This design comes from an exercise in tuning for small area and a short achievable clock period on the open sky130 flow, not from production work.
Only simulation tests tie the RTL to the original design; equivalence was not proved.
Power and IR drop assume default switching activity.

<file path="flow/flow/run.sh">
#!/bin/bash
# Standard layout with these changes:
#  - synthesis: no full/half-adder cell extraction, and abc maps with
#    flow/area.abc (flow/synth_pre.tcl); registers are unchanged;
#  - small port buffers instead of delay cells;
#  - timing repair aimed at a tighter setup slack than the 25 ns clock needs;
#  - clock tree without the dummy loads CTS adds for balancing.
set -e
export BUFFER_PORTS_ARGS="-buffer_cell sky130_fd_sc_hd__buf_2"
export SETUP_SLACK_MARGIN=19
export ADDER_MAP_FILE=
export CTS_ARGS="-sink_clustering_enable -repair_clock_nets -root_buf sky130_fd_sc_hd__clkbuf_16 -buf_list sky130_fd_sc_hd__clkbuf_4 -dont_use_dummy_load -sink_clustering_size 10"
export FLOW_ABC_SCRIPT=$PWD/flow/area.abc
cat flow/synth_pre.tcl synth_recipe.tcl > synth_abc.tcl
sed "s#SYNTH_SCRIPT=[^ ]*#SYNTH_SCRIPT=$PWD/synth_abc.tcl#" standard.sh > standard_abc.sh
bash standard_abc.sh > standard.log 2>&1
</file>
<file path="flow/flow/area.abc">
strash
&get -n
&fraig -x
&put
scorr
dc2
strash
&get -n
&dch -f
&nf
&put
strash
dch -f
amap
</file>
<file path="flow/flow/synth_pre.tcl">
# Prepended to the standard flow's synthesis script: abc maps the combinational logic
# with flow/area.abc (area-oriented mapping) instead of the flow's
# abc_area.script.  abc sees only the combinational logic, so the
# registers stay as the standard synthesis makes them.
proc abc {args} {
  set a {}
  set skip 0
  foreach x $args {
    if { $skip } { set skip 0; continue }
    if { $x eq "-script" } { set skip 1; continue }
    lappend a $x
  }
  yosys abc -script $::env(FLOW_ABC_SCRIPT) {*}$a
}
</file>
<file path="flow/standard.sh">
#!/bin/bash
# synth_recipe.tcl (not shown) runs the flow's synth.tcl, then flattens the netlist and writes it again
# the make line also repeats each setting of config.mk as NAME=value (left out here)
make -C /OpenROAD-flow-scripts/flow DESIGN_CONFIG=/design/flow/config.mk WORK_HOME=/design/flow/orfs CLKGATE_MAP_FILE= SYNTH_SCRIPT=/design/flow/synth_recipe.tcl "${@:-finish}"
</file>
<file path="flow/config.mk">
export PLATFORM = sky130hd
export DESIGN_NAME = pelcod_packer
export DESIGN_NICKNAME = pelcod_packer
export VERILOG_FILES = /design/flow/design.v
export SDC_FILE = /design/flow/constraint.sdc
export NUM_CORES = 4
export LEC_CHECK = 0
export ABC_AREA = 1
export CAP_MARGIN = 20
export CORE_MARGIN = 2
export CORE_UTILIZATION = 55
export CTS_BUF_LIST = sky130_fd_sc_hd__clkbuf_8
export SLEW_MARGIN = 20
</file>
<file path="flow/constraint.sdc">
create_clock -name core_clock -period 25.0 [get_ports {clk}]
set_input_delay 5.0000 -clock core_clock [delete_from_list [all_inputs] [get_ports {clk}]]
set_output_delay 5.0000 -clock core_clock [all_outputs]
set_load 0.01 [all_outputs]
</file>
<file path="flow/design.v">
module pelcod_scaler (
    input  wire [1:0] ta,        
    input  wire [1:0] tb,        
    input  wire [1:0] tc,        
    input  wire [1:0] c1,        
    input  wire       neg,       
    input  wire [1:0] add,       
    input  wire       c2,        
    output wire [1:0] y,         
    output wire [1:0] c1_o,
    output wire       c2_o
);
    wire [2:0] s0 = ta[0] + tb[0] + tc[0] + c1;
    wire [2:0] s1 = ta[1] + tb[1] + tc[1] + s0[2:1];
    wire       q0 = s0[0] ^ neg;
    wire       q1 = s1[0] ^ neg;
    wire [1:0] u0 = add[0] + q0 + c2;
    wire [1:0] u1 = add[1] + q1 + u0[1];
    assign y    = {u1[0], u0[0]};
    assign c1_o = s1[2:1];
    assign c2_o = u1[1];
endmodule
module pelcod_packer #(
    parameter RAW_MAX = 8
) (
    input  wire       clk,
    input  wire       rst,              
    input  wire [7:0] addr_i,           
    input  wire       sink_present_i,
    input  wire       cmd_valid,
    output wire       cmd_ready,
    input  wire [4:0] cmd_op,
    input  wire [31:0] cmd_arg,
    input  wire       raw_valid,
    output wire       raw_ready,
    input  wire [7:0] raw_data,
    input  wire       raw_last,
    input  wire       raw_none,
    output wire       snk_valid,
    input  wire       snk_ready,
    output wire [7:0] snk_data,
    output wire       snk_first,
    output wire       snk_last,
    output wire       snk_empty,
    input  wire       snk_done,
    input  wire       snk_fail,
    input  wire [7:0] snk_err,
    output wire       st_valid,
    output wire [2:0] st_code,
    output wire [7:0] st_err
);
    reg        s_idle, s_dec, s_raw, s_chk, s_send, s_wait, s_stat;
    reg [63:0] ring;             
    reg [4:0]  op_q;
    reg [7:0]  addr_q;
    reg [7:0]  ck;               
    reg [7:0]  out_q;            
    reg [3:0]  j;                
    reg [2:0]  p;                
    reg        vq, f_first, f_last, f_empty, rr_q;
    wire       ld;               
    reg        pre_q;            
    reg        acc_q;            
    reg        sact;             
    reg signed [5:0] r;          
    reg [1:0]  c1;
    reg        c2, cmpa, cmpb;
    reg        zf, sf, lof, sgn;
    assign cmd_ready = s_idle;
    assign ld        = s_idle || s_stat;
    assign raw_ready = rr_q;
    assign st_valid  = s_stat;
    assign snk_valid = vq;
    assign snk_data  = out_q;
    assign st_err    = out_q;
    assign snk_first = f_first;
    assign snk_last  = f_last;
    assign snk_empty = f_empty;
    assign st_code   = {f_empty, f_last, f_first};
    wire op_s6     = (op_q >= 5'h01) && (op_q <= 5'h08);
    wire op_d1s6   = op_s6 && (op_q != 5'h03) && (op_q != 5'h04);
    wire op_d2s6   = op_s6 && (op_q != 5'h01) && (op_q != 5'h02);
    wire op_preset = (op_q >= 5'h10) && (op_q <= 5'h12);
    wire op_posu   = (op_q == 5'h13) || (op_q == 5'h14);
    wire op_zoomu  = (op_q == 5'h15);
    wire op_pan    = (op_q == 5'h19);
    wire op_tilt   = (op_q == 5'h1A);
    wire op_zoom   = (op_q == 5'h1B);
    wire op_float  = op_pan || op_tilt || op_zoom;
    wire op_raw    = (op_q == 5'h1C);
    wire op_ill    = (op_q == 5'h0F) || (op_q >= 5'h1D);
    function [7:0] opv;
        input [4:0] o;
        input [4:0] k;
        input [7:0] v;
        opv = (o == k) ? v : 8'h00;
    endfunction
    wire [7:0] c1b = opv(op_q, 5'h0B, 8'h01) | opv(op_q, 5'h0D, 8'h02) |
                     opv(op_q, 5'h0E, 8'h04);
    wire [7:0] c2b = opv(op_q, 5'h01, 8'h04) | opv(op_q, 5'h02, 8'h02) |
                     opv(op_q, 5'h03, 8'h08) | opv(op_q, 5'h04, 8'h10) |
                     opv(op_q, 5'h05, 8'h0C) | opv(op_q, 5'h06, 8'h0A) |
                     opv(op_q, 5'h07, 8'h14) | opv(op_q, 5'h08, 8'h12) |
                     opv(op_q, 5'h09, 8'h20) | opv(op_q, 5'h0A, 8'h40) |
                     opv(op_q, 5'h0C, 8'h80) |
                     opv(op_q, 5'h10, 8'h03) | opv(op_q, 5'h11, 8'h05) |
                     opv(op_q, 5'h12, 8'h07) |
                     opv(op_q, 5'h13, 8'h4B) | opv(op_q, 5'h14, 8'h4D) |
                     opv(op_q, 5'h15, 8'h4F) |
                     opv(op_q, 5'h16, 8'h51) | opv(op_q, 5'h17, 8'h53) |
                     opv(op_q, 5'h18, 8'h55) |
                     opv(op_q, 5'h19, 8'h4B) | opv(op_q, 5'h1A, 8'h4D) |
                     opv(op_q, 5'h1B, 8'h4F);
    wire [31:0] ad;
    genvar g;
    generate
        for (g = 0; g < 8; g = g + 1) begin : g_ad
            assign ad[2*g]      = ring[8*((g+1)%8) + 0];
            assign ad[2*g+1]    = ring[8*((g+1)%8) + 1];
            assign ad[16+2*g]   = ring[8*((g+1)%8) + 2];
            assign ad[16+2*g+1] = ring[8*((g+1)%8) + 3];
        end
    endgenerate
    wire [7:0]  ex     = ad[30:23];
    wire        fr_z   = (ad[22:0] == 23'd0);
    wire        ex_z   = (ex == 8'd0);
    wire        is_nan = (ex == 8'hFF) && !fr_z;
    wire        hidden = !ex_z;
    wire        lo16nz = (ad[15:0] != 16'd0);
    wire        hi16nz = (ad[31:16] != 16'd0);
    wire        win_pt = (ex >= 8'd119) && (ex <= 8'd135);
    wire        win_z  = (ex >= 8'd110) && (ex <= 8'd126);
    wire [5:0]  r_pt   = 6'd20 - ex[5:0];       
    wire [5:0]  r_z    = 6'd6  - ex[5:0];       
    wire [1:0] cur = ring[1:0];
    wire [1:0] nxt = ring[3:2];
    wire [1:0] h1  = ring[63:62];
    wire [1:0] h2  = ring[55:54];
    wire       mode25 = op_pan || op_tilt;
    wire       tpos   = op_tilt && !sgn;
    wire       tneg   = op_tilt && sgn;
    wire [1:0] ta = cur;
    wire [1:0] tb = mode25 ? {h1[0], h2[1]} : op_zoom ? ~nxt : 2'b00;
    wire [1:0] tc = mode25 ? {h2[1], h2[0]} : 2'b00;
    localparam [15:0] K36 = 16'd36000;
    localparam [15:0] K9  = 16'd9000;
    localparam [15:0] K27 = 16'd27001;
    wire [5:0] j0 = 6'd0 - r;
    wire [5:0] j1 = 6'd1 - r;
    wire       v0 = r[5] || (r == 6'sd0);
    wire       v1 = (r[5] || (r == 6'sd0) || (r == 6'sd1)) && (r != -6'sd15);
    wire [1:0] yb;
    wire [1:0] c1n;
    wire       c2n;
    pelcod_scaler u_scaler (
        .ta(ta), .tb(tb), .tc(tc), .c1(c1), .neg(tpos),
        .add({add1, add0}), .c2(c2),
        .y(yb), .c1_o(c1n), .c2_o(c2n)
    );
    wire [15:0] ka = tneg ? K9 : K36;
    wire ka0 = ka[j0[3:0]];
    wire ka1 = ka[j1[3:0]];
    wire       add0 = (r == 6'sd1) || (tpos && v0 && ka0);
    wire       add1 = (r == 6'sd2) || (tpos && v1 && ka1);
    wire kb0 = K27[j0[3:0]];
    wire kb1 = K27[j1[3:0]];
    wire cmpa_m = v0 ? ((yb[0] & ~ka0) | (~(yb[0] ^ ka0) & cmpa)) : cmpa;
    wire cmpa_n = v1 ? ((yb[1] & ~ka1) | (~(yb[1] ^ ka1) & cmpa_m)) : cmpa_m;
    wire cmpb_m = v0 ? ((yb[0] & ~kb0) | (~(yb[0] ^ kb0) & cmpb)) : cmpb;
    wire cmpb_n = v1 ? ((yb[1] & ~kb1) | (~(yb[1] ^ kb1) & cmpb_m)) : cmpb_m;
    wire       s_last = (r == -6'sd14) || (r == -6'sd15);
    wire       w4  = sact && (r[0] ? v1 : v0);
    wire       w5  = sact && (r[0] ? v0 : v1);
    wire       y4  = r[0] ? yb[1] : yb[0];
    wire       y5  = r[0] ? yb[0] : yb[1];
    wire al_d1 = (r[3:1] == {3{r[0]}});
    wire al_d2 = (r[2:1] == {2{r[0]}}) && (r[3] != r[0]);
    wire [7:0] dstr;
    generate
        for (g = 0; g < 4; g = g + 1) begin : g_dstr
            assign dstr[2*g]   = r[0] ? ring[8*(3+g) + 4] : ring[8*(4+g) + 4];
            assign dstr[2*g+1] = ring[8*(4+g) + 5];
        end
    endgenerate
    wire tp   = op_tilt && !sgn;
    wire useS = op_pan || op_posu || (op_tilt && sgn);    
    wire zb   = zf || !(op_s6 || op_preset || op_posu || op_zoomu || op_float) ||
                (op_s6 && !(j[0] ? op_d1s6 : op_d2s6));
    wire k27  = tp && !sf && (lof || (!cmpa && !cmpb));
    wire sat  = sf || lof || (useS && cmpa) || (tp && (cmpa || !cmpb));
    reg  [15:0] kv;
    always @(*) begin
        if (op_s6)                      kv = 16'h3F3F;
        else if (op_preset)             kv = 16'h00FF;
        else if (op_zoomu || op_zoom)   kv = 16'hFFFF;
        else if (op_tilt && sgn)        kv = 16'd9000;
        else if (k27)                   kv = 16'd27000;
        else                            kv = 16'd35999;
    end
    wire [7:0] kb = j[0] ? kv[15:8] : kv[7:0];
    wire [7:0] dv = zb ? 8'h00 : sat ? kb : dstr;
    wire xfer = vq && snk_ready;
    reg  [7:0] nb;
    always @(*) begin
        nb = ring[7:0];
        if (!op_raw) begin
            case (j)
                4'd5: nb = c1b;
                4'd4: nb = c2b;
                4'd3: nb = dv;
                4'd2: nb = dv;
                default: nb = ck;
            endcase
        end
    end
    wire load  = pre_q && (!vq || snk_ready);
    wire acc_n = load && !op_raw && (j >= 4'd2) && (j <= 4'd5);
    wire [2:0] p_n     = (s_chk && !op_raw) ? 3'd1 : p + 3'd1;
    wire       sdone_n = !sact || s_last;
    wire [5:0] r_n     = r - 6'sd2;
    wire al_d1_n = (r_n[3:1] == {3{r_n[0]}});
    wire al_d2_n = (r_n[2:1] == {2{r_n[0]}}) && (r_n[3] != r_n[0]);
    wire [2:0] pj   = p + j[2:0];
    wire       d1ok = sdone_n && (op_s6 ? al_d2_n : al_d1_n);
    wire       d2ok = sdone_n && al_d2_n;
    wire       pace = (p_n == 3'd6);
    wire pre_l = op_raw ? ((j >= 4'd2) && (pj == 3'd0)) :
                 (j == 4'd4) ? d1ok :
                 (j == 4'd3) ? d2ok :
                 (j >= 4'd5) ? pace : 1'b0;
    wire pre_w = op_raw ? ((j >= 4'd1) && (pj == 3'd7)) :
                 (j == 4'd3) ? d1ok :
                 (j == 4'd2) ? d2ok :
                 (j == 4'd1) ? 1'b1 :
                 (j >= 4'd4) ? pace : 1'b0;
    wire pre_c = op_raw && (j >= 4'd2) && (pj == 3'd0);
    wire pre_n = s_chk ? (sink_present_i && pre_c) :
                 s_send ? (load ? pre_l : pre_w) : 1'b0;
    wire cap      = s_raw && ((j == 4'd0) || (p == 3'd1));
    wire raw_fire = cap && raw_valid;
    wire raw_end  = raw_fire && (raw_none || raw_last);
    reg [63:0] ring_n;
    integer q, l;
    always @(*) begin
        for (q = 0; q < 7; q = q + 1)
            for (l = 0; l < 8; l = l + 1)
                ring_n[8*q + l] = ring[8*(q+1) + l];
        for (l = 0; l < 8; l = l + 1)
            ring_n[56 + l] = ring[l];
        if (cap)
            ring_n[63:56] = raw_data;
        if (sact) begin
            ring_n[57:56] = ring[3:2];
            ring_n[59:58] = 2'b00;
            ring_n[63:62] = ring[1:0];
        end
        if (w4) ring_n[60] = y4;
        if (w5) ring_n[61] = y5;
        if (s_dec) begin
            ring_n[8*4 + 2] = 1'b0; ring_n[8*4 + 3] = 1'b0;
            ring_n[8*5 + 2] = 1'b0; ring_n[8*5 + 3] = 1'b0;
            ring_n[8*6 + 2] = 1'b0; ring_n[8*6 + 3] = 1'b0;
            ring_n[8*7 + 2] = 1'b0; ring_n[8*7 + 3] = 1'b0;
            ring_n[8*3 + 3] = hidden;
            ring_n[63:62]   = 2'b00;
        end
        if (ld) begin
            ring_n[63:62] = 2'b00;
            for (q = 0; q < 8; q = q + 1) begin
                ring_n[8*((q+1)%8) + 0] = cmd_arg[2*q];
                ring_n[8*((q+1)%8) + 1] = cmd_arg[2*q+1];
                ring_n[8*((q+1)%8) + 2] = cmd_arg[16+2*q];
                ring_n[8*((q+1)%8) + 3] = cmd_arg[16+2*q+1];
            end
        end
    end
    always @(posedge clk) begin
        ring <= ring_n;
    end
    always @(posedge clk) begin
        p <= p + 3'd1;
        pre_q <= pre_n;
        acc_q <= acc_n;
        if (acc_q)
            ck <= ck + out_q;
        if (ld) begin
            op_q <= cmd_op;
            ck   <= addr_q;
            sact <= 1'b0;
        end
        c1 <= c1n;
        c2 <= c2n;
        r  <= r - 6'sd2;
        if (sact) begin
            cmpa <= cmpa_n;
            cmpb <= cmpb_n;
            if (s_last)
                sact <= 1'b0;
        end
        if (s_dec) begin
            c1   <= {1'b0, op_zoom && !lo16nz};
            c2   <= op_tilt && !ad[31];
            cmpa <= 1'b1;
            cmpb <= 1'b1;
            sgn  <= ad[31];
            sact  <= !op_ill && !op_raw && !(op_float && is_nan);
            if ((op_pan || op_tilt) && win_pt)
                r <= r_pt;
            else if (op_zoom && win_z)
                r <= r_z;
            else
                r <= 6'sd0;
            zf  <= 1'b0;
            sf  <= 1'b0;
            lof <= 1'b0;
            if (op_s6)
                sf <= ad[7] | ad[6];
            else if (op_preset)
                sf <= hi16nz | (ad[15:8] != 8'd0);
            else if (op_posu || op_zoomu)
                sf <= hi16nz;
            else if (op_pan) begin
                zf <= ad[31] || (ex <= 8'd118);
                sf <= !ad[31] && (ex >= 8'd136);
            end else if (op_tilt) begin
                if (ad[31]) begin
                    zf <= (ex <= 8'd118);
                    sf <= (ex >= 8'd134);
                end else begin
                    zf  <= ex_z && fr_z;
                    sf  <= (ex <= 8'd118);
                    lof <= (ex >= 8'd134);
                end
            end else if (op_zoom) begin
                zf <= ad[31] || (ex <= 8'd109);
                sf <= !ad[31] && (ex >= 8'd127);
            end
            out_q <= 8'd0;
            if (op_ill)
                {f_empty, f_last, f_first} <= 3'd1;
            else if (op_raw)
                j <= 4'd0;
            else if (op_float && is_nan)
                {f_empty, f_last, f_first} <= 3'd2;
        end
        if (s_raw) begin
            if (j == 4'd0)
                out_q <= raw_data;           
            if (raw_fire) begin
                if (raw_none)
                    j <= 4'd0;
                else
                    j <= j + 4'd1;
                p <= raw_last ? 3'd0 : 3'd1;
            end
        end
        if (s_chk) begin
            vq      <= sink_present_i;
            f_first <= 1'b1;
            f_last  <= !sink_present_i || (op_raw && (j <= 4'd1));
            f_empty <= sink_present_i && op_raw && (j == 4'd0);
            if (op_raw) begin
                out_q   <= out_q & {8{sink_present_i}};
                if (j != 4'd0)
                    j <= j - 4'd1;
            end else begin
                out_q   <= {8{sink_present_i}};
                j       <= 4'd6;
                p       <= 3'd1;
            end
        end
        if (s_send) begin
            if (load) begin
                out_q   <= nb;
                vq      <= 1'b1;
                f_first <= 1'b0;
                f_last  <= (j == 4'd1);
                j       <= j - 4'd1;
            end else if (xfer) begin
                vq <= 1'b0;
            end
        end
        if (s_wait) begin
            out_q   <= snk_fail ? snk_err : 8'd0;
            {f_empty, f_last, f_first} <= {snk_fail, 2'b00};
        end
        rr_q   <= (s_dec && op_raw) ||
                  (s_raw && !raw_end && ((j == 4'd0) || raw_fire || (p == 3'd0)));
        s_idle <= (s_idle && !cmd_valid) || s_stat;
        s_dec  <= s_idle && cmd_valid;
        s_raw  <= (s_dec && op_raw) || (s_raw && !raw_end);
        s_chk  <= (s_dec && !op_ill && !op_raw && !(op_float && is_nan)) || raw_end;
        s_send <= (s_chk && sink_present_i) || (s_send && !(xfer && f_last));
        s_wait <= (s_send && xfer && f_last) || (s_wait && !snk_done);
        s_stat <= (s_dec && (op_ill || (op_float && is_nan))) ||
                  (s_chk && !sink_present_i) || (s_wait && snk_done);
        if (rst) begin
            addr_q <= addr_i;
            s_idle <= 1'b1;
            s_dec  <= 1'b0;
            s_raw  <= 1'b0;
            s_chk  <= 1'b0;
            s_send <= 1'b0;
            s_wait <= 1'b0;
            s_stat <= 1'b0;
            rr_q   <= 1'b0;
            vq     <= 1'b0;
            pre_q  <= 1'b0;
            sact   <= 1'b0;
        end
    end
endmodule
</file>
==> results of run 1 <==
## area by class of cell
class / count / area [µm²] / share of cell area
clock buffer: 17 / 145.1 / 0.02027
inverter: 84 / 315.3 / 0.04404
multi-input combinational: 573 / 3119 / 0.4357
sequential: 130 / 2883 / 0.4027
tap: 143 / 178.9 / 0.02499
timing repair buffer: 101 / 518.0 / 0.07235
## report_power, final
group          total [mW]  internal, mW  switching [mW]
Combinational       0.138        0.0518          0.0858
Sequential          0.272         0.244          0.0280
Clock               0.103        0.0372          0.0662
Total               0.513         0.333           0.180
## layer usage
metal / track usage / wire length [µm]
met5: 0 / 0
met3: 0.08002 / 1867
met1: 0.4294 / 8591
met4: 0.09877 / 429
met2: 0.4998 / 8952
## worst paths after layout
path / endpoint / slack [ns] / depth (start not counted)
worst max-delay path: snk_data[6] / 19.03 / 1
worst min-delay path: ring[12] / 0.31 / 0
worst max register to register: cmpb / 20.50 / 23
worst min register to register: ring[12] / 0.31 / 0
## cell usage in the layout, fill, tap and decap left out, types with 3 or more instances in the layout
| cell | n |
|---|---|
| a31oi_1 | 17 |
| o22a_1 | 28 |
| clkinv_1 | 83 |
| nor4_1 | 10 |
| nand4_1 | 3 |
| a22oi_1 | 14 |
| clkbuf_4 | 16 |
| nor2_1 | 142 |
| nand2_1 | 69 |
| buf_4 | 5 |
| edfxtp_1 | 27 |
| dfxtp_1 | 97 |
| o21ai_0 | 77 |
| o221ai_1 | 4 |
| o32ai_1 | 4 |
| nor3_1 | 24 |
| or2_0 | 4 |
| a22o_1 | 4 |
| o32a_1 | 5 |
| o22ai_1 | 22 |
| or3_1 | 6 |
| o211ai_1 | 9 |
| o21a_1 | 9 |
| a211oi_1 | 5 |
| a21oi_1 | 46 |
| a2111oi_0 | 3 |
| a221oi_1 | 3 |
| or4_1 | 5 |
| nand3_1 | 16 |
| dfxtp_2 | 5 |
| nor2b_1 | 4 |
| o31ai_1 | 10 |
| a222oi_1 | 4 |
| buf_2 | 96 |
## metrics by stage
step           hold WS (ns)  cells  worst slack [ns]
2_1_floorplan        0.3096    798             19.00
3_3_place_gp         0.3114   1031             18.71
3_5_place_dp         0.3121   1031             18.62
4_1_cts              0.3112   1048             19.00
5_1_grt              0.3158   1048             18.97
6_report             0.3051   1048             19.03
## state kept, by name, summed over array words and instances (netlist names), 2 cells and up
| signal | count |
|---|---|
| ring | 64 |
| p | 3 |
| out_q | 8 |
| c1 | 2 |
| ck | 8 |
| op_q | 5 |
| addr_q | 8 |
| r | 6 |
| j | 4 |
## what timing repair did
item,4_1_cts,5_1_grt
endpoints found under the setup margin,8,14
resized for setup,4,7
hold buffers,0,0
## cell families (layout without fill, tap and decap cells)
logic type / Yosys count / after routing
compound gates: 279 / 279
xor+xnor: 2 / 2
buf+inv: 95 / 202
flops: 130 / 130
simple gates: 292 / 292
==> insert_results.sql, run 1 <==
INSERT INTO impl_metrics (metric_group, metric, value, unit) VALUES
('status', 'run_status', 'no timing/DRC/antenna violations', ''),
('route', 'mean_routed_wirelength_per_cell', '18.93', 'µm'),
('route', 'drt_iter0_markers', '906', ''),
('clock_tree', 'ctsHtreeMaxLevel', '4', ''),
('synthesis', 'post_synth_fa_ha_maj_area_fraction', '0', ''),
('synthesis', 'synth.top_cells.by_area', 'dfxtp_1 (32%), edfxtp_1 (13%), nor2_1 (8.5%), o21ai_0 (6.1%), clkinv_1 (4.9%)', ''),
('clock_tree', 'clock_tree_from_tritoncts', 'done', ''),
('route', 'firstDrtPassIters', '9', ''),
('final_layout', 'final_cell_area', '0.007159', 'mm²'),
('synthesis', 'number_of_enable_type_register_cells_in_the_synthesized_netlist', '27', ''),
('synthesis', 'ffs_w_async_s_r_synth', '0', ''),
('timing', 'totalNegativeSetupSlack', '0', 'ns'),
('grt', 'grt_start_max_net_pins', '50', ''),
('synthesis', 'yosys.area_share.xor_xnor', '0.002749', ''),
('synthesis', 'post_synth_inst_count', '798', ''),
('clock_tree', 'clkLatencyLatePin', '0.39', 'ns'),
('clock_tree', 'cts.reportedPaths.clkPinSlew', '0.10', 'ns'),
('timing', 'setup_repair_after_global_routing_missed_its_margin', 'yes', ''),
('final_layout', 'synthToLayoutAreaGrowth', '12.37', '%'),
('die', 'initial_utilization', '0.5604', ''),
('synthesis', 'synth_top_flop_cell', 'dfxtp_1', ''),
('power', 'power.ir.vdd_worst', '0.05878', 'mV'),
('power', 'power_density', '71.69', 'mW/mm²'),
('clock_tree', 'clock-root-buffer', 'clkbuf_16', ''),
('synthesis', 'netlist_top_cells_count', 'nor2_1 (145), dfxtp_1 (103), clkinv_1 (84)', ''),
('synthesis', 'synth.avg_cell_area', '7.984', 'µm²'),
('synthesis', 'yosys_warnings', '1', ''),
('timing', 'worst_slew_margin_rel', '0.4283', ''),
('route', 'drc', '0', ''),
('timing', 'post-route-min-period', '5.971', 'ns'),
('synthesis', 'post-synth-top-count-cell', 'nor2_1', ''),
('synthesis', 'synth_area_leader_cell', 'dfxtp_1', ''),
('grt', 'track_usage', '0.3163', ''),
('timing', 'setup_viol_count_final', '0', ''),
('synthesis', 'synth_mux_area_frac', '0', ''),
('timing', 'finalMaxSlewViolations', '0', ''),
('synthesis', 'dominant_combinational_cell_family_by_area_after_synthesis', 'compound AO/OA/AOI/OAI gates', ''),
('synthesis', 'post_synth_num_cell_types', '48', ''),
('power', 'power_leakage', '2.716', 'nW'),
('synthesis', 'synthSimpleGateAreaFrac', '0.1954', ''),
('clock_tree', 'clock_path_buffers', '2', ''),
('critical_path', 'launching_element_type_of_the_critical_path', 'register', ''),
('critical_path', 'critPathArrivalTime', '0.97', 'ns'),
('final_layout', 'final_core_utilization', '0.6297', ''),
('critical_path', 'crit_path_start', 'out_q[6]', ''),
('die', 'boundaryPins', '97', ''),
('critical_path', 'path_buf_inv', '1', ''),
('final_layout', 'layout-drive-gt1-share', '0.1436', ''),
('final_layout', 'layout.filler_cells', '1003', ''),
('power', 'power.total', '0.5133', 'mW'),
('critical_path', 'critical_path.cell_chain', 'buf_2', ''),
('route', 'route.detailed.vias_per_inst', '6.322', ''),
('die', 'die_x', '111.6', 'µm'),
('critical_path', 'cp_top_family', 'flip-flops', ''),
('timing', 'finClkSkew', '0.04402', 'ns'),
('critical_path', 'crit_path_end_kind', 'output pin', ''),
('synthesis', 'synth_compound_area_frac', '0.2885', ''),
('grt', 'antenna_found_initial', '0', ''),
('clock_tree', 'cts_num_sinks', '130', ''),
('grt', 'wire_length_of_the_first_global_routing_pass', '31.22', 'mm'),
('grt', 'grt_pass1_vias', '6195', ''),
('synthesis', 'syn_area', '0.006371', 'mm²'),
('grt', 'globalRouteOverflowTotal', '0', ''),
('final_layout', 'number_of_antenna_diodes', '0', ''),
('timing', 'timing.final.hold_violations', '0', ''),
('placement', 'place.gp.congestion', '0.9671', ''),
('critical_path', 'worst_r2r_startpoint', 'op_q[0]', ''),
('placement', 'post_dp_cell_area', '0.006994', 'mm²'),
('die', 'core-area', '0.01137', 'mm²'),
('critical_path', 'critPathRequiredTime', '20.00', 'ns'),
('timing', 'max_freq', '0.1675', 'GHz');
==> run 2: changes to the inputs <==
--- a/flow/flow/run.sh
+++ b/flow/flow/run.sh
@@ -9,7 +9,7 @@
 export BUFFER_PORTS_ARGS="-buffer_cell sky130_fd_sc_hd__buf_2"
 export SETUP_SLACK_MARGIN=19
 export ADDER_MAP_FILE=
-export CTS_ARGS="-sink_clustering_enable -repair_clock_nets -root_buf sky130_fd_sc_hd__clkbuf_16 -buf_list sky130_fd_sc_hd__clkbuf_4 -dont_use_dummy_load -sink_clustering_size 10"
+export CTS_ARGS="-sink_clustering_enable -repair_clock_nets -buf_list sky130_fd_sc_hd__clkbuf_8 -dont_use_dummy_load"
 export FLOW_ABC_SCRIPT=$PWD/flow/area.abc
 cat flow/synth_pre.tcl synth_recipe.tcl > synth_abc.tcl
 sed "s#SYNTH_SCRIPT=[^ ]*#SYNTH_SCRIPT=$PWD/synth_abc.tcl#" standard.sh > standard_abc.sh
==> run 2 against run 1 <==
Effect of this change: critical endpoint is now st_err[4]; highest routed layer unchanged; final cell count about the same; global-route usage increased by 0.14 points; clock power increased by 25%.
==> insert_results.sql, run 2 <==
INSERT INTO impl_metrics (metric_group, metric, value, unit) VALUES
('power', 'power_density', '74.20', 'mW/mm²'),
('die', 'core-area', '0.01137', 'mm²'),
('critical_path', 'critPathArrivalTime', '0.99', 'ns'),
('final_layout', 'regMostFlops', 'ring', ''),
('flow_run', 'max_cap_viol_count', '0', ''),
('route', 'route.detailed.vias_per_inst', '6.260', ''),
('route', 'mean_routed_wirelength_per_cell', '18.86', 'µm'),
('die', 'num_rows', '39', ''),
('clock_tree', 'cts-hold-fix-buffers', '0', ''),
('grt', 'track_usage', '0.3177', ''),
('critical_path', 'path_buf_inv', '1', ''),
('min_path', 'min-delay-start', 'ring[20]', ''),
('power', 'power.total', '0.5402', 'mW'),
('synthesis', 'post_synth_fa_ha_maj_area_fraction', '0', ''),
('synthesis', 'dominant_combinational_cell_family_by_area_after_synthesis', 'compound AO/OA/AOI/OAI gates', ''),
('final_layout', 'number_of_antenna_diodes', '0', ''),
('clock_tree', 'clock_tree_from_tritoncts', 'done', ''),
('timing', 'finalMaxSlewViolations', '0', ''),
('critical_path', 'worst_r2r_startpoint', 'op_q[0]', ''),
('route', 'drc', '0', ''),
('critical_path', 'launching_element_type_of_the_critical_path', 'register', ''),
('timing', 'post-route-min-period', '5.991', 'ns'),
('min_path', 'worst_hold_path_type', 'reg2reg', ''),
('timing', 'totalNegativeSetupSlack', '0', 'ns'),
('die', 'initial_utilization', '0.5604', ''),
('synthesis', 'ys_ff_latch', '130', ''),
('synthesis', 'netlist_top_cells_count', 'nor2_1 (145), dfxtp_1 (103), clkinv_1 (84)', ''),
('timing', 'finClkSkew', '0.02455', 'ns'),
('critical_path', 'critPathRequiredTime', '20.00', 'ns'),
('critical_path', 'critical_path.cell_chain', 'buf_2', ''),
('synthesis', 'synth_top_flop_cell', 'dfxtp_1', ''),
('timing', 'worst_slew_margin_rel', '0.4375', ''),
('synthesis', 'synthSimpleGateAreaFrac', '0.1954', ''),
('clock_tree', 'clock_path_buffers', '2', ''),
('critical_path', 'setup.worst_path.class', 'reg2out', ''),
('critical_path', 'worst-r2r-setup-slack', '20.51', 'ns'),
('synthesis', 'ffs_w_async_s_r_synth', '0', ''),
('synthesis', 'synth_area_leader_cell', 'dfxtp_1', ''),
('clock_tree', 'cts.reportedPaths.clkPinSlew', '0.07', 'ns'),
('final_layout', 'synthToLayoutAreaGrowth', '14.28', '%'),
('power', 'power_leakage', '2.761', 'nW'),
('final_layout', 'layout.filler_cells', '980', ''),
('timing', 'timing.final.hold_violations', '0', ''),
('placement', 'place.gp.congestion', '0.9671', ''),
('clock_tree', 'cts_num_sinks', '130', ''),
('timing', 'holdWs', '0.3142', 'ns'),
('die', 'die-area', '0.01246', 'mm²'),
('die', 'die_x', '111.6', 'µm'),
('route', 'drt_iter0_markers', '827', ''),
('timing', 'setup_viol_count_final', '0', ''),
('die', 'boundaryPins', '97', ''),
('final_layout', 'nets', '979', ''),
('synthesis', 'yosysSeqAreaShare', '0.4509', ''),
('synthesis', 'syn_area', '0.006371', 'mm²'),
('power', 'power.ir.vdd_worst', '0.07341', 'mV'),
('route', 'detailroute.via_count', '6567', ''),
('grt', 'grt_start_max_net_pins', '50', ''),
('placement', 'io_buffer_count', '96', ''),
('synthesis', 'synth.top_cells.by_area', 'dfxtp_1 (32%), edfxtp_1 (13%), nor2_1 (8.5%), o21ai_0 (6.1%), clkinv_1 (4.9%)', ''),
('final_layout', 'layout.cells.most_common', 'nor2_1', ''),
('route', 'met3WireLength', '2.001', 'mm'),
('critical_path', 'critical_path.max_stage_delay', '0.40', 'ns'),
('die', 'die_height', '111.6', 'µm'),
('route', 'antenna_left', '0', ''),
('synthesis', 'post_synth_inst_count', '798', ''),
('route', 'maxUsedRoutingLayer', 'met4', ''),
('critical_path', 'crit_path_end_kind', 'output pin', ''),
('grt', 'wire_length_of_the_first_global_routing_pass', '31.40', 'mm'),
('critical_path', 'cp_top_family', 'flip-flops', ''),
('clock_tree', 'cts_buffers', '17', ''),
('timing', 'crit_share_post_route', '0.2396', ''),
('synthesis', 'synth_top_area_share', '0.3236', ''),
('timing', 'tightestPinTransition', '0.8420', 'ns'),
('synthesis', 'synth_compound_area_frac', '0.2885', ''),
('critical_path', 'cp_max_fo', '7', ''),
('critical_path', 'crit_path_start', 'out_q[4]', ''),
('synthesis', 'synth.avg_cell_area', '7.984', 'µm²'),
('clock_tree', 'clkLatencyLatePin', '0.46', 'ns'),
('placement', 'dpl.hpwl', '14.92', 'mm'),
('final_layout', 'layout-drive-gt1-share', '0.1490', ''),
('route', 'drt-total-wl', '19.78', 'mm'),
('synthesis', 'yosys_warnings', '1', ''),
('grt', 'grt_pass1_vias', '6223', ''),
('clock_tree', 'clock-root-buffer', 'clkbuf_8', ''),
('synthesis', 'synth_mux_area_frac', '0', ''),
('synthesis', 'number_of_enable_type_register_cells_in_the_synthesized_netlist', '27', ''),
('critical_path', 'slowest_stage', 'dfxtp_4', ''),
('synthesis', 'synthesis.nets', '869', ''),
('status', 'run_status', 'no timing/DRC/antenna violations', ''),
('timing', 'max_freq', '0.1669', 'GHz'),
('grt', 'globalRouteOverflowTotal', '0', ''),
('final_layout', 'top_library_cells_by_usage_in_the_layout_fill_and_taps_aside', 'nor2_1 (143), buf_2 (94), dfxtp_1 (91)', ''),
('grt', 'antenna_found_initial', '0', ''),
('timing', 'setup_repair_after_global_routing_missed_its_margin', 'yes', ''),
('final_layout', 'max_ffs_per_register', '64', ''),
('route', 'firstDrtPassIters', '6', ''),
('route', 'wirelength_met1', '8.462', 'mm'),
('route', 'dr_wl_met2', '8.846', 'mm'),
('clock_tree', 'ctsHtreeMaxLevel', '4', ''),
('synthesis', 'post_synth_num_cell_types', '48', ''),
('synthesis', 'post-synth-top-count-cell', 'nor2_1', ''),
('synthesis', 'yosys.area_share.xor_xnor', '0.002749', '');
==> run 2: area by class of cell <==
type | count | area [µm²] | area share
inverters | 84 | 315.3 | 0.04331
multi-input cells | 573 | 3114 | 0.4277
clock buffers | 17 | 234.0 | 0.03214
well taps | 143 | 178.9 | 0.02457
flip-flops and latches | 130 | 2900 | 0.3984
repair buffers | 102 | 538.0 | 0.07390
==> run 2: stage by stage <==
stage / utilization / area [µm²] / cells / setup WS [ns]
2_1_floorplan: - / 6377 / 798 / 19.00
3_3_place_gp: 0.6152 / 6994 / 1031 / 18.71
3_5_place_dp: 0.6152 / 6994 / 1031 / 18.62
4_1_cts: 0.6376 / 7249 / 1048 / 19.00
5_1_grt: 0.6404 / 7281 / 1049 / 18.98
6_report: 0.6404 / 7281 / 1049 / 19.01
==> run 2: timing repair <==
action                     in CTS  in global routing
setup buffers                   0                  1
gates resized for setup        14                  7
setup endpoints to repair      20                 14
pin swaps                       0                  0
==> run 2: routing by layer <==
metal  up-vias  GRT usage
met5         -          0
met4         0     0.1045
met3        43    0.07567
met2       380     0.5026
met1      3014     0.4315
li1       3130          -
==> run 2: kinds of logic (layout without fill, tap and decap cells) <==
| logic type | after synthesis | after routing |
|---|---|---|
| AOI/OAI and AO/OA | 279 | 279 |
| xor gates and xnor gates | 2 | 2 |
| buffers and inverters | 95 | 203 |
| DFF | 130 | 130 |
| and+or+nand+nor | 292 | 292 |
==> run 2: power by group <==
| part | internal [mW] | switching, mW |
|---|---|---|
| Combinational | 0.0525 | 0.0853 |
| Clock | 0.0596 | 0.0698 |
| Sequential | 0.245 | 0.0281 |
| Total | 0.357 | 0.183 |
==> run 2: final timing paths <==
kind               end  cells past startpoint
min           ring[12]                      0
max reg2reg       cmpb                     23
min reg2reg   ring[12]                      0
max          st_err[4]                      1
==> run 3: changes to the inputs <==
--- a/flow/flow/run.sh
+++ b/flow/flow/run.sh
@@ -9,7 +9,7 @@
 export BUFFER_PORTS_ARGS="-buffer_cell sky130_fd_sc_hd__buf_2"
 export SETUP_SLACK_MARGIN=19
 export ADDER_MAP_FILE=
-export CTS_ARGS="-sink_clustering_enable -repair_clock_nets -buf_list sky130_fd_sc_hd__clkbuf_8 -dont_use_dummy_load"
+export CTS_ARGS="-sink_clustering_enable -repair_clock_nets -root_buf sky130_fd_sc_hd__clkbuf_16 -buf_list sky130_fd_sc_hd__clkbuf_4 -dont_use_dummy_load"
 export FLOW_ABC_SCRIPT=$PWD/flow/area.abc
 cat flow/synth_pre.tcl synth_recipe.tcl > synth_abc.tcl
 sed "s#SYNTH_SCRIPT=[^ ]*#SYNTH_SCRIPT=$PWD/synth_abc.tcl#" standard.sh > standard_abc.sh
==> run 3 against run 2 <==
Effect of this change: still clean; clock skew increased by 0.019 ns; cell area decreased by 1.7%; global-route usage decreased by 0.14 points; final cell count about the same; critical endpoint is now snk_data[6]; largest cell class unchanged.
==> insert_results.sql, run 3 <==
INSERT INTO impl_metrics (metric_group, metric, value, unit) VALUES
('status', 'run_status', 'no timing/DRC/antenna violations', ''),
('power', 'switching_power_share_of_the_total', '0.3508', ''),
('clock_tree', 'post_cts_buffers', '0', ''),
('route', 'antenna_left', '0', ''),
('critical_path', 'worst_r2r_startpoint', 'op_q[0]', ''),
('placement', 'post_dp_cell_area', '0.006994', 'mm²'),
('timing', 'post-route-worst-setup-slack', '19.03', 'ns'),
('route', 'firstDrtPassIters', '9', ''),
('flow_run', 'max_cap_viol_count', '0', ''),
('power', 'p_clk_frac', '0.201', ''),
('synthesis', 'synth_top_area_share', '0.3236', ''),
('grt', 'grt_pass1_vias', '6195', ''),
('final_layout', 'number_of_antenna_diodes', '0', ''),
('die', 'die-area', '0.01246', 'mm²'),
('critical_path', 'path_buf_inv', '1', ''),
('die', 'core-area', '0.01137', 'mm²'),
('route', 'detailroute.via_count', '6625', ''),
('grt', 'globalRouteOverflowTotal', '0', ''),
('route', 'route.detailed.vias_per_inst', '6.322', ''),
('timing', 'setup_repair_after_global_routing_missed_its_margin', 'yes', ''),
('synthesis', 'ys_ff_latch', '130', ''),
('timing', 'finalMaxSlewViolations', '0', ''),
('synthesis', 'synth.top_cells.by_area', 'dfxtp_1 (32%), edfxtp_1 (13%), nor2_1 (8.5%), o21ai_0 (6.1%), clkinv_1 (4.9%)', ''),
('final_layout', 'layout-drive-gt1-share', '0.1436', ''),
('clock_tree', 'cts.reportedPaths.clkPinSlew', '0.10', 'ns'),
('synthesis', 'yosys_warnings', '1', ''),
('min_path', 'min-delay-start', 'ring[20]', ''),
('synthesis', 'netlist_top_cells_count', 'nor2_1 (145), dfxtp_1 (103), clkinv_1 (84)', ''),
('critical_path', 'critical_path.max_stage_delay', '0.44', 'ns'),
('final_layout', 'layout.cells.most_common', 'nor2_1', ''),
('synthesis', 'synth_compound_area_frac', '0.2885', ''),
('synthesis', 'synth.avg_cell_area', '7.984', 'µm²'),
('critical_path', 'cp_max_fo', '5', ''),
('final_layout', 'stdcell_count', '1048', ''),
('synthesis', 'synth_top_flop_cell', 'dfxtp_1', ''),
('synthesis', 'yosys.area_share.xor_xnor', '0.002749', ''),
('final_layout', 'final_core_utilization', '0.6297', ''),
('power', 'internal_power', '0.3332', 'mW'),
('min_path', 'worst_hold_path_type', 'reg2reg', ''),
('timing', 'timing.final.hold_violations', '0', ''),
('final_layout', 'layout.filler_cells', '1003', ''),
('timing', 'post-route-min-period', '5.971', 'ns'),
('critical_path', 'critPathRequiredTime', '20.00', 'ns'),
('critical_path', 'slowest_stage', 'dfxtp_1', ''),
('final_layout', 'nets', '978', ''),
('synthesis', 'number_of_enable_type_register_cells_in_the_synthesized_netlist', '27', ''),
('timing', 'finClkSkew', '0.04402', 'ns'),
('clock_tree', 'clkLatencyLatePin', '0.39', 'ns'),
('route', 'mean_routed_wirelength_per_cell', '18.93', 'µm'),
('power', 'seq_power_share', '0.531', ''),
('critical_path', 'setup.worst_path.class', 'reg2out', ''),
('synthesis', 'synthSimpleGateAreaFrac', '0.1954', ''),
('synthesis', 'dominant_combinational_cell_family_by_area_after_synthesis', 'compound AO/OA/AOI/OAI gates', ''),
('synthesis', 'ffs_w_async_s_r_synth', '0', ''),
('timing', 'tightestPinTransition', '0.8558', 'ns'),
('power', 'power_leakage', '2.716', 'nW'),
('final_layout', 'regMostFlops', 'ring', ''),
('route', 'drt_iter0_markers', '906', ''),
('die', 'boundaryPins', '97', ''),
('power', 'power.combinational.fraction', '0.268', ''),
('synthesis', 'synthesis.nets', '869', ''),
('grt', 'antenna_found_initial', '0', ''),
('critical_path', 'launching_element_type_of_the_critical_path', 'register', ''),
('grt', 'grt_start_max_net_pins', '50', ''),
('power', 'net-switching-power', '0.1800', 'mW'),
('die', 'num_rows', '39', ''),
('critical_path', 'critPathArrivalTime', '0.97', 'ns'),
('placement', 'io_buffer_count', '96', ''),
('route', 'drt-total-wl', '19.84', 'mm'),
('final_layout', 'synthToLayoutAreaGrowth', '12.37', '%'),
('placement', 'pre_cts_slack', '18.62', 'ns'),
('placement', 'number_of_placed_cells_counting_well_taps', '1031', ''),
('synthesis', 'syn_area', '0.006371', 'mm²'),
('timing', 'worst_slew_margin_rel', '0.4283', ''),
('placement', 'dpl.hpwl', '14.92', 'mm'),
('timing', 'crit_share_post_route', '0.2388', ''),
('clock_tree', 'clock-root-buffer', 'clkbuf_16', ''),
('final_layout', 'final_cell_area', '0.007159', 'mm²'),
('clock_tree', 'clock_tree_from_tritoncts', 'done', ''),
('timing', 'totalNegativeSetupSlack', '0', 'ns'),
('timing', 'holdWs', '0.3051', 'ns'),
('power', 'power.total', '0.5133', 'mW'),
('synthesis', 'synth_area_leader_cell', 'dfxtp_1', ''),
('timing', 'max_freq', '0.1675', 'GHz'),
('clock_tree', 'cts_buffers', '17', ''),
('final_layout', 'max_ffs_per_register', '64', ''),
('synthesis', 'post_synth_inst_count', '798', ''),
('clock_tree', 'clock_path_buffers', '2', ''),
('power', 'power_density', '71.69', 'mW/mm²'),
('grt', 'track_usage', '0.3163', ''),
('critical_path', 'cp_top_family', 'flip-flops', ''),
('placement', 'place.gp.congestion', '0.9671', ''),
('critical_path', 'critical_path.cell_chain', 'buf_2', ''),
('synthesis', 'post_synth_fa_ha_maj_area_fraction', '0', ''),
('final_layout', 'top_library_cells_by_usage_in_the_layout_fill_and_taps_aside', 'nor2_1 (142), dfxtp_1 (97), buf_2 (96)', ''),
('synthesis', 'yosysSeqAreaShare', '0.4509', ''),
('die', 'die_x', '111.6', 'µm'),
('timing', 'setup_viol_count_final', '0', ''),
('die', 'die_height', '111.6', 'µm'),
('route', 'drc', '0', ''),
('synthesis', 'post-synth-top-count-cell', 'nor2_1', ''),
('critical_path', 'crit_path_end_kind', 'output pin', ''),
('clock_tree', 'cts-hold-fix-buffers', '0', ''),
('clock_tree', 'ctsHtreeMaxLevel', '4', ''),
('critical_path', 'crit_path_start', 'out_q[6]', ''),
('synthesis', 'post_synth_num_cell_types', '48', ''),
('die', 'initial_utilization', '0.5604', ''),
('synthesis', 'synth_mux_area_frac', '0', ''),
('clock_tree', 'cts_num_sinks', '130', ''),
('grt', 'wire_length_of_the_first_global_routing_pass', '31.22', 'mm'),
('power', 'power.ir.vdd_worst', '0.05878', 'mV');
run 3: cell counts after synthesis:
No cell type changed its count.
run 3: cell families after synthesis:
family                 after synthesis
AND/OR/NAND/NOR                    292
flip-flops                         130
XOR/XNOR                             2
AO/OA/AOI/OAI                      279
buffers and inverters               95
run 3: layout make-up:
cell class	count	area (µm²)	share of cell area
Clock buffer	17	145.1	0.02027
Inverter	84	315.3	0.04404
Multi-Input combinational cell	573	3119	0.4357
Sequential cell	130	2883	0.4027
Tap cell	143	178.9	0.02499
Timing Repair Buffer	101	518.0	0.07235
run 3: metal layers:
metal / routed length, µm / track usage
met4: 429 / 0.09877
met2: 8952 / 0.4998
met1: 8591 / 0.4294
met5: 0 / 0
met3: 1867 / 0.08002
run 3: path summary, 6_finish.rpt:
path | to | slack, ns | cells past startpoint
max | snk_data[6] | 19.03 | 1
min | ring[12] | 0.31 | 0
max reg2reg | cmpb | 20.50 | 23
min reg2reg | ring[12] | 0.31 | 0
run 3: power by group through the flow:
stage	logic [mW]	clock network [mW]	registers (mW)
after global routing	0.152	0.111	0.276
after detailed placement	0.133	0	0.275
after CTS	0.134	0.103	0.271
after floorplan	0.0971	0	0.268
after global placement	0.131	0	0.274
final	0.138	0.103	0.272
run 3: timing repair:
action / in CTS / in global routing
endpoints found under the setup margin: 8 / 14
cloned: 0 / 0
gates resized for setup: 4 / 7

-- separate check: timing with driven ports --
How much do the figures lean on ideal ports? The routed layouts below were timed once more, with nothing changed but the port constraints.
Step 1 sets driving cells, clkbuf_16 on the clock port and buf_2 on the other inputs (assumed; they add their load-dependent delay and slew).
Step 2 adds t to the input delays and takes it off the output delays; t is the mean of the earliest and latest rising clock arrival at the registers after step 1. Input paths then give back, and output paths get back, about the clock's delay inside the block.
Three values: no drivers, after step 1, after step 2; two values: the first two.
run | t (ns) | setup WS [ns] | worst hold slack (ns) | worst setup path at the end | clock arrival spread, ns
run 1 | 0.411 | 19.029 / 18.985 / 18.708 | 0.305 / 0.305 / 0.305 | input to register | 0.045 / 0.045
run 2 | 0.486 | 19.009 / 18.970 / 18.684 | 0.314 / 0.314 / 0.314 | input to register | 0.026 / 0.026
run 3 | 0.411 | 19.029 / 18.985 / 18.708 | 0.305 / 0.305 / 0.305 | input to register | 0.045 / 0.045
After both steps every run listed still meets setup and hold. The setup slack of run 2, which loses most, moves by -0.039 ns with the drivers and by -0.325 ns with both steps.
